This is an optimization exercise on Yosys and OpenROAD, whose aim is small area, not a production implementation. The RTL was checked by simulation tests, not by an equivalence proof against the original design. The clock port is modelled as an ideal driver; clocking choices that lean on that would not hold on a real chip. Power is estimated from default activity; no workload was simulated.

==> inputs of quartz <==
==> flow/design.v <==
module ref8_core (
    input  wire        clk,
    input  wire        rst,           
    input  wire        cmd_valid,
    input  wire        cmd_op,        
    output wire        cmd_ready,
    output wire        mem_req,
    output wire        mem_we,
    output wire [15:0] mem_addr,
    output wire [7:0]  mem_wdata,
    input  wire        mem_ready,
    input  wire [7:0]  mem_rdata,
    output wire [1:0]  phase,
    output wire        halted,
    output wire [1:0]  halt_cause,
    output wire [63:0] cycle_count,
    output wire [15:0] pc,
    output wire [15:0] sp,
    output wire [7:0]  flags,
    output wire [7:0]  r0,
    output wire [7:0]  r1,
    output wire [7:0]  r2,
    output wire [7:0]  r3
);
    localparam S_IDLE = 4'd0;
    localparam S_CLR  = 4'd1;     
    localparam S_FIN  = 4'd3;     
    localparam S_PCT  = 4'd4;     
    localparam S_TAB  = 4'd5;     
    localparam S_SPX  = 4'd6;     
    localparam S_RDF  = 4'd8;     
    localparam S_RDX  = 4'd9;     
    localparam S_WR   = 4'd10;    
    reg [4:0]  t;
    reg [31:0] ce, co;    
    reg [31:0] rl;
    reg [31:0] ps;
    reg [7:0]  bq;
    reg [15:0] ta;
    reg [7:0]  w;
    reg [7:0]  ir;
    reg        fc, fz, fv, fn;
    reg [1:0]  ph;
    reg [3:0]  st;
    reg [1:0]  n;
    reg        go, cap;
    reg        cy, c2, ccy;
    wire [4:0] f  = t;
    wire [2:0] k8 = t[2:0];
    assign cmd_ready   = (st == S_IDLE) && (t == 5'd0);
    assign mem_req     = (st == S_RDF) || (st == S_RDX) || (st == S_WR);
    assign mem_we      = (st == S_WR);
    assign mem_addr    = ta;
    assign mem_wdata   = w;
    assign phase       = ph;
    assign halted      = ph[1] & ph[0];
    assign halt_cause  = {halted & ~is_halt, halted & is_halt};
    genvar gi;
    generate
        for (gi = 0; gi < 32; gi = gi + 1) begin : g_cc
            assign cycle_count[2*gi]   = ce[gi];
            assign cycle_count[2*gi+1] = co[gi];
        end
    endgenerate
    assign pc          = ps[15:0];
    assign sp          = ps[31:16];
    assign flags       = {4'b0000, fn, fv, fz, fc};
    assign r3          = rl[7:0];
    assign r0          = rl[15:8];
    assign r1          = rl[23:16];
    assign r2          = rl[31:24];
    wire illegal = (ir[7:3] == 5'b00010 && (ir[2] || ir[1])) || (ir[7:2] == 6'b010111);
    wire len2 = (ir[7:3] == 5'b00001) || (ir == 8'h07) || (ir[7:5] == 3'b001) || (ir[7:2] == 6'b010100);
    wire len3 = (ir[7:1] == 7'b0001000) || (ir[7:3] == 5'b00011) || (ir[7:2] == 6'b010101) || (ir[7:2] == 6'b010110);
    wire len1 = !len2 && !len3;
    wire is_halt  = (ir == 8'h01);
    wire is_ret   = (ir == 8'h02);
    wire is_clsc  = (ir == 8'h03) || (ir == 8'h04);
    wire is_pushf = (ir == 8'h05);
    wire is_popf  = (ir == 8'h06);
    wire is_bra   = (ir == 8'h07);
    wire is_bcc   = (ir[7:3] == 5'b00001);
    wire is_jmp   = (ir == 8'h10);
    wire is_call  = (ir == 8'h11);
    wire is_ldx   = (ir[7:2] == 6'b000110);
    wire is_stx   = (ir[7:2] == 6'b000111);
    wire is_alui  = (ir[7:5] == 3'b001);
    wire is_mov   = (ir[7:4] == 4'b0100);
    wire is_ldi   = (ir[7:2] == 6'b010100);
    wire is_ld    = (ir[7:2] == 6'b010101);
    wire is_st    = (ir[7:2] == 6'b010110);
    wire is_unary = (ir[7:5] == 3'b011) && (ir[4:3] != 2'b11);
    wire is_push  = (ir[7:2] == 6'b011110);
    wire is_pop   = (ir[7:2] == 6'b011111);
    wire is_alur  = ir[7];
    wire is_br    = is_bra || is_bcc;
    wire is_alu   = is_alur || is_alui;
    wire use_tap  = is_alur || is_mov;
    wire use_b    = is_alui || is_ldi;
    wire use_w    = is_ld || is_ldx || is_pop;
    wire is_exe   = is_alu || is_unary || is_mov || is_ldi || use_w;
    wire is_store = is_st || is_stx;
    wire is_jr    = is_jmp || is_ret;
    wire sp_inc   = is_ret || is_pop || is_popf;
    wire is_stk   = sp_inc || is_push || is_pushf || is_call;
    wire is_mem   = is_stk || is_ld || is_ldx || is_store;
    wire [1:0] rd = use_tap ? ir[3:2] : ir[1:0];
    wire [1:0] rs = ir[1:0];
    wire rd_win = (f[4:3] == {rd[1] ^ rd[0], ~rd[0]});
    wire rs_win = (f[4:3] == {rs[1] ^ rs[0], ~rs[0]});
    reg cond;
    always @(*) begin
        case (ir[2:1])
            2'd0: cond = fz;
            2'd1: cond = fc;
            2'd2: cond = fn;
            default: cond = fv;
        endcase
    end
    wire taken = is_bra || (is_bcc && (cond ^ ir[0]));
    wire fend    = (f == 5'd31);
    wire fdone   = (n == 2'd1) ? len1 : (n == 2'd2) ? len2 : (n == 2'd3) && len3;    
    reg [3:0] nxt;
    always @(*) begin
        case (st)
            S_PCT:   nxt = !fdone ? S_RDF : is_mem ? S_TAB : S_FIN;
            S_TAB:   nxt = (is_ld || is_ldx) ? S_RDX : S_SPX;
            S_SPX:   nxt = sp_inc ? S_RDX : S_WR;
            S_RDF:   nxt = S_PCT;
            S_RDX:   nxt = (is_ret && n == 2'd3) ? S_SPX : S_FIN;
            S_WR:    nxt = (is_call && n == 2'd1) ? S_SPX : S_FIN;
            default: nxt = S_IDLE;
        endcase
    end
    wire a_pct = go && (st == S_PCT);
    wire a_tab = go && (st == S_TAB);
    wire a_spx = go && (st == S_SPX);
    wire a_fin = go && (st == S_FIN);
    wire a_clr = go && (st == S_CLR);
    wire fin_jr  = a_fin && is_jr;
    wire fin_br  = a_fin && is_br;
    wire sel_bw  = a_tab || fin_jr;
    wire win1    = (f[4:3] == 2'd1);
    wire on_pc  = !f[4] && (a_pct || (a_tab && is_call) || fin_jr || fin_br);
    wire on_sp  =  f[4] && a_spx && is_stk;
    wire on_t   = (!f[4] && (a_pct || a_tab)) || on_sp;
    wire x      = sel_bw ? (f[3] ? w[0] : bq[0]) : ps[0];
    wire y      = (a_spx && !sp_inc) ||
                  (a_tab && !f[3] && (is_ldx || is_stx) && rl[0]) ||
                  (fin_br && taken && (f[3] ? cy : bq[0]));
    wire cin    = (st == S_PCT) ? (n != 2'd0 && !illegal) : (st == S_SPX) && sp_inc;
    wire c2e    = (f[3:0] == 4'd0) ? cin : c2;
    wire sum    = x ^ y ^ c2e;
    wire c2n    = (x & y) | (x & c2e) | (y & c2e);
    wire a_exe  = a_fin && is_exe && rd_win;
    wire [1:0] sd = {rs[1] ^ ir[3] ^ (~rs[0] & ir[2]), rs[0] ^ ir[2]};
    wire tap    = (sd == 2'd0) ? rl[0] : (sd == 2'd1) ? rl[8] : (sd == 2'd2) ? rl[16] : rl[24];
    wire a      = rl[0];
    wire b      = use_tap ? tap : use_b ? bq[0] : w[0];
    wire [2:0] aop = ir[7] ? ir[6:4] : ir[4:2];
    wire [2:0] uop = ir[4:2];
    wire u_inc  = is_unary && (uop == 3'd0);
    wire u_dec  = is_unary && (uop == 3'd1);
    wire u_shl  = is_unary && (uop == 3'd2 || uop == 3'd4);
    wire u_shr  = is_unary && (uop == 3'd3 || uop == 3'd5);
    wire u_rot  = uop[2];
    wire arith  = (is_alu && (!aop[2] || aop == 3'd7)) || u_inc || u_dec;
    wire sub    = (is_alu && (aop == 3'd2 || aop == 3'd3 || aop == 3'd7)) || u_dec;
    wire bb     = (is_alu & b) ^ sub;
    wire cin0   = is_alu ? (aop == 3'd0 ? 1'b0 : aop == 3'd1 ? fc : aop == 3'd3 ? ~fc : 1'b1) : u_inc;
    wire cye    = (k8 == 3'd0) ? cin0 : cy;
    wire asum   = a ^ bb ^ cye;
    wire acout  = (a & bb) | (a & cye) | (bb & cye);
    reg res;
    always @(*) begin
        if (arith)                 res = asum;
        else if (u_shl)            res = (k8 == 3'd0) ? (u_rot & fc) : cy;
        else if (u_shr)            res = (k8 == 3'd7) ? (u_rot & fc) : rl[1];
        else if (!is_alu)          res = b;
        else if (aop == 3'd4)      res = a & b;
        else if (aop == 3'd5)      res = a | b;
        else                       res = a ^ b;
    end
    wire wr_rd  = !(is_alu && aop == 3'd7);
    wire fl_wr  = is_alu || is_unary;
    wire ccy_e = (t == 5'd0) ? (go && st == S_FIN) : ccy;
    wire b_ld = win1 && ((a_pct && n == 2'd2) || (a_spx && is_ret && n == 2'd3));
    wire w_sh = (win1 && (a_tab || fin_jr || b_ld || (a_spx && (is_pushf || (is_call && n == 2'd1))))) ||
                (a_fin && use_w && rd_win) ||
                (a_spx && (is_push || is_store) && rs_win);
    wire flagbit = !k8[2] && ((k8[1:0] == 2'd0) ? fc : (k8[1:0] == 2'd1) ? fz : (k8[1:0] == 2'd2) ? fv : fn);
    wire w_in = is_pushf ? flagbit : is_call ? (a_tab ? ps[0] : bq[0]) : rl[0];
    always @(posedge clk) begin
        t <= t + 5'd1;
        ce <= {a_clr ? 1'b0 : (ce[0] ^ ccy_e), ce[31:1]};
        co <= {a_clr ? 1'b0 : (co[0] ^ (ccy_e & ce[0])), co[31:1]};
        ccy <= ccy_e & ce[0] & co[0];
        rl <= {a_clr ? 1'b0 : (a_exe && wr_rd) ? res : rl[0], rl[31:1]};
        ps <= {a_clr ? 1'b0 : (on_pc || on_sp) ? sum : ps[0], ps[31:1]};
        if (sel_bw && f[4:3] == 2'd0)
            bq <= {ps[0], bq[7:1]};
        else if (b_ld)
            bq <= {w[0], bq[7:1]};
        else
            bq <= {bq[0], bq[7:1]};
        if (on_t)
            ta <= {(a_spx && sp_inc) ? x : sum, ta[15:1]};
        c2 <= c2n;
        if (cap) begin
            if (st == S_PCT && n == 2'd1) ir <= mem_rdata;
            else                          w  <= mem_rdata;
        end else if (w_sh)
            w <= {w_in, w[7:1]};
        if (a_exe) begin
            if (arith)      cy <= acout;
            else if (u_shl) cy <= a;
            else if (u_shr) cy <= (k8 == 3'd0) ? a : cy;
        end else if (k8 == 3'd7)
            cy <= bq[0];
        if (a_clr) begin
            {fn, fv, fz, fc} <= 4'd0;
        end else if (a_exe && fl_wr) begin
            fn <= res;
            fz <= ((k8 == 3'd0) | fz) & ~res;
            fv <= arith & (cye ^ acout);
            if (k8 == 3'd7) begin
                if (is_alu && arith) fc <= acout ^ sub;
                else if (u_shl)      fc <= a;
                else if (u_shr)      fc <= cy;
            end
        end else if (a_fin && is_popf) begin
            {fn, fv, fz, fc} <= w[3:0];
        end else if (a_fin && is_clsc) begin
            fc <= ir[2];
        end
        cap <= (st == S_RDF || st == S_RDX) && mem_ready;
        if (rst) begin
            st  <= S_CLR;
            go  <= 1'b0;
            ph  <= 2'd0;
        end else begin
            case (st)
                S_IDLE: begin
                    if (cmd_valid && t == 5'd0) begin
                        n  <= 2'd0;
                        go <= 1'b0;
                        if (cmd_op) begin
                            st <= S_CLR;
                            ph <= 2'd1;
                        end else if (ph == 2'd1 || ph == 2'd2) begin
                            st <= S_PCT;
                        end
                    end
                end
                S_RDF, S_RDX, S_WR: if (mem_ready) begin
                    st <= nxt;
                    go <= 1'b0;
                end
                default: begin
                    if (fend) begin
                        go <= 1'b1;
                        if (go) begin
                            st <= nxt;
                            if (st == S_PCT || st == S_SPX) n <= n + 2'd1;
                            if (st == S_FIN) begin
                                ph  <= (illegal || is_halt) ? 2'd3 : 2'd2;
                            end
                        end
                    end
                end
            endcase
        end
    end
endmodule
==> flow/flow/run.sh <==
#!/bin/bash
# Own layout flow: the standard flow, with the port buffers made of the
# smallest buffer cell, and a clock tree built from clkbuf_4 without dummy
# loads, whose heavily loaded buffers are then upsized (flow/post_cts.tcl).
# Each tool's output goes to a log file of its own.
set -euo pipefail
export BUFFER_PORTS_ARGS="-buffer_cell sky130_fd_sc_hd__buf_1"
export CTS_ARGS="-sink_clustering_enable -repair_clock_nets -dont_use_dummy_load -buf_list sky130_fd_sc_hd__clkbuf_4"
export POST_CTS_TCL="$(pwd)/flow/post_cts.tcl"
bash standard.sh > flow_make.log 2>&1
==> flow/flow/post_cts.tcl <==
# After clock tree synthesis: the tree is built from clkbuf_4; give each
# clock buffer that drives more than 11 pins a clkbuf_8, so that every
# flip-flop clock pin sees a fast edge, then legalize the placement again.
set upsized 0
foreach inst [get_cells *] {
  if {[get_property $inst ref_name] ne "sky130_fd_sc_hd__clkbuf_4"} { continue }
  set op [get_pins -of_objects $inst -filter "direction==output"]
  set loads [get_pins -of_objects [get_nets -of_objects $op] -filter "direction==input"]
  if {[llength $loads] > 11} {
    replace_cell $inst sky130_fd_sc_hd__clkbuf_8
    incr upsized
  }
}
puts "post_cts: upsized $upsized clock buffers"
detailed_placement
check_placement -verbose
estimate_parasitics -placement
==> flow/standard.sh <==
#!/bin/bash
# synth_recipe.tcl (not shown) runs the flow's synth.tcl, then flattens the netlist and writes it again
# the make line also repeats each setting of config.mk as NAME=value (left out here)
make -C /OpenROAD-flow-scripts/flow DESIGN_CONFIG=/design/flow/config.mk WORK_HOME=/design/flow/orfs CLKGATE_MAP_FILE= SYNTH_SCRIPT=/design/flow/synth_recipe.tcl "${@:-finish}"
==> flow/config.mk <==
export PLATFORM = sky130hd
export DESIGN_NAME = ref8_core
export DESIGN_NICKNAME = ref8_core
export VERILOG_FILES = /design/flow/design.v
export SDC_FILE = /design/flow/constraint.sdc
export NUM_CORES = 4
export LEC_CHECK = 0
export ABC_AREA = 1
export CAP_MARGIN = 20
export CORE_MARGIN = 2
export CORE_UTILIZATION = 60
export PLACE_DENSITY = 0.75
export SLEW_MARGIN = 20
==> flow/constraint.sdc <==
create_clock -name core_clock -period 8.0 [get_ports {clk}]
set_input_delay 1.6000 -clock core_clock [delete_from_list [all_inputs] [get_ports {clk}]]
set_output_delay 1.6000 -clock core_clock [all_outputs]
set_load 0.01 [all_outputs]
==> harbor (differences from quartz) <==
==> flow/flow/run.sh (replaced) <==
#!/bin/bash
set -euo pipefail
export BUFFER_PORTS_ARGS="-buffer_cell sky130_fd_sc_hd__buf_1"
export CTS_ARGS="-sink_clustering_enable -repair_clock_nets -dont_use_dummy_load -buf_list sky130_fd_sc_hd__clkbuf_4"
export POST_CTS_TCL="$(pwd)/flow/post_cts.tcl"
bash standard.sh > flow_make.log 2>&1
--- a/flow/flow/post_cts.tcl
+++ b/flow/flow/post_cts.tcl
@@ -2,3 +2,5 @@
 # clock buffer that drives more than 11 pins a clkbuf_8, so that every
-# flip-flop clock pin sees a fast edge, then legalize the placement again.
+# flip-flop clock pin sees a fast edge.  Then give the logic gates their
+# smallest drive strength, let repair_design fix any slew or load the
+# smaller cells cannot take, and legalize the placement again.
 set upsized 0
@@ -14,2 +16,24 @@
 puts "post_cts: upsized $upsized clock buffers"
+report_design_area
+set downsized 0
+foreach inst [get_cells *] {
+  set m [get_property $inst ref_name]
+  if {[string match "*clk*" $m] || [string match "*__df*" $m] || [string match "*__edf*" $m]} { continue }
+  if {[regexp {^(sky130_fd_sc_hd__[a-z0-9]+)_([0-9]+)$} $m -> base drive] && $drive > 1} {
+    foreach d {1 0} {
+      set lc [get_lib_cells -quiet "*/${base}_$d"]
+      if {[llength $lc] > 0} {
+        replace_cell $inst [get_full_name [lindex $lc 0]]
+        incr downsized
+        break
+      }
+    }
+  }
+}
+puts "post_cts: downsized $downsized cells"
+estimate_parasitics -placement
+repair_design
+report_design_area
+repair_timing -recover_power 100
+report_design_area
 detailed_placement
==> pepper (differences from quartz) <==
==> flow/flow/run.sh (replaced) <==
#!/bin/bash
# Own layout flow: the standard flow, with the port buffers made of the
# smallest buffer cell and a clock tree built from small clock buffers
# without dummy loads.  Each tool's output goes to a log file of its own.
set -euo pipefail
export BUFFER_PORTS_ARGS="-buffer_cell sky130_fd_sc_hd__buf_1"
export CTS_ARGS="-sink_clustering_enable -repair_clock_nets -dont_use_dummy_load -buf_list {sky130_fd_sc_hd__clkbuf_4 sky130_fd_sc_hd__clkbuf_8} -sink_clustering_size 10 -sink_clustering_max_diameter 60"
bash standard.sh > flow_make.log 2>&1
removed: flow/flow/post_cts.tcl
==> run summary <==
| metric | pepper | harbor | quartz |
|---|---|---|---|
| Result of the run | complete, no violations | complete, no violations | complete, no violations |
| Overall Power | 1.45 mW | 1.41 mW | 1.41 mW |
| WP depth | 7 | 7 | 5 |
| Worst setup startpoint | ir[7] | ir[7] | ir[2] |
| Buffers and inverters on the worst path | 3 | 3 | 2 |
| Clock slew seen by the registers of the worst setup and hold paths | 0.08 ns | 0.11 ns | 0.11 ns |
| Tmin final | 3.53 ns | 3.80 ns | 3.54 ns |
| Max rail drop VDD | 0.177 mV | 0.190 mV | 0.191 mV |
| Minimum setup slack in the final design | 4.47 ns | 4.20 ns | 4.46 ns |
| Register share of the cell area | 54.4% | 55.6% | 54.8% |
| Combinational Power | 16.6 µW | 16.5 µW | 16.7 µW |
| Post-Route M1 WL | 6.67 mm | 6.64 mm | 6.75 mm |
| Fraction of area in clock buffers and inverters | 3.07% | 2.46% | 2.43% |
| Final clock period utilization by the worst path | 44.1% | 47.4% | 44.2% |
| Total leakage power | 3.20 nW | 3.17 nW | 3.18 nW |
| Wire length of the first global-routing pass | 24.2 mm | 24.2 mm | 24.3 mm |
| Finished Core Util | 70.7% | 69.2% | 70.2% |
| Pwr/cell area | 191 mW/mm² | 188 mW/mm² | 186 mW/mm² |
| Minimum setup slack among reg-to-reg paths | 5.08 ns | 5.02 ns | 5.05 ns |
| Highest clock rate | 0.283 GHz | 0.263 GHz | 0.283 GHz |
| Final non-filler cell area | 0.00763 mm² | 0.00747 mm² | 0.00758 mm² |
| Number of cells on the worst reg-to-reg path | 15 | 16 | 15 |
| Relative area of non-clock buffer cells in the final design | 8.76% | 8.90% | 8.81% |

-- port drivers added, routing unchanged --
The flow's constraints put no driver on any port. The routed layouts listed below were extracted and timed again, unchanged, in two steps.
Step 1, drivers: a clkbuf_16 drives clk and a buf_2 each remaining input, both assumed.
Step 2 moves the port delays by t, midway between the first and last clock arrival at a register: inputs arrive t later, outputs are due t later. That takes back most of the time a late clock gives input paths.
Slacks: ideal / step 1 / step 2; pairs: ideal / step 1.
run	shift t [ns]	slack for setup (ns)	latest minus earliest clock arrival (ns)	worst register clock-pin slew, ns	worst slew at a driven data input, ns
quartz	0.472	4.461 / 4.425 / 4.897	0.040 / 0.040	0.11 / 0.11	0.04
harbor	0.473	4.205 / 4.168 / 4.640	0.041 / 0.041	0.11 / 0.11	0.04
pepper	0.485	4.472 / 4.434 / 4.920	0.030 / 0.029	0.09 / 0.09	0.04
After both steps setup and hold are still met in every run listed.
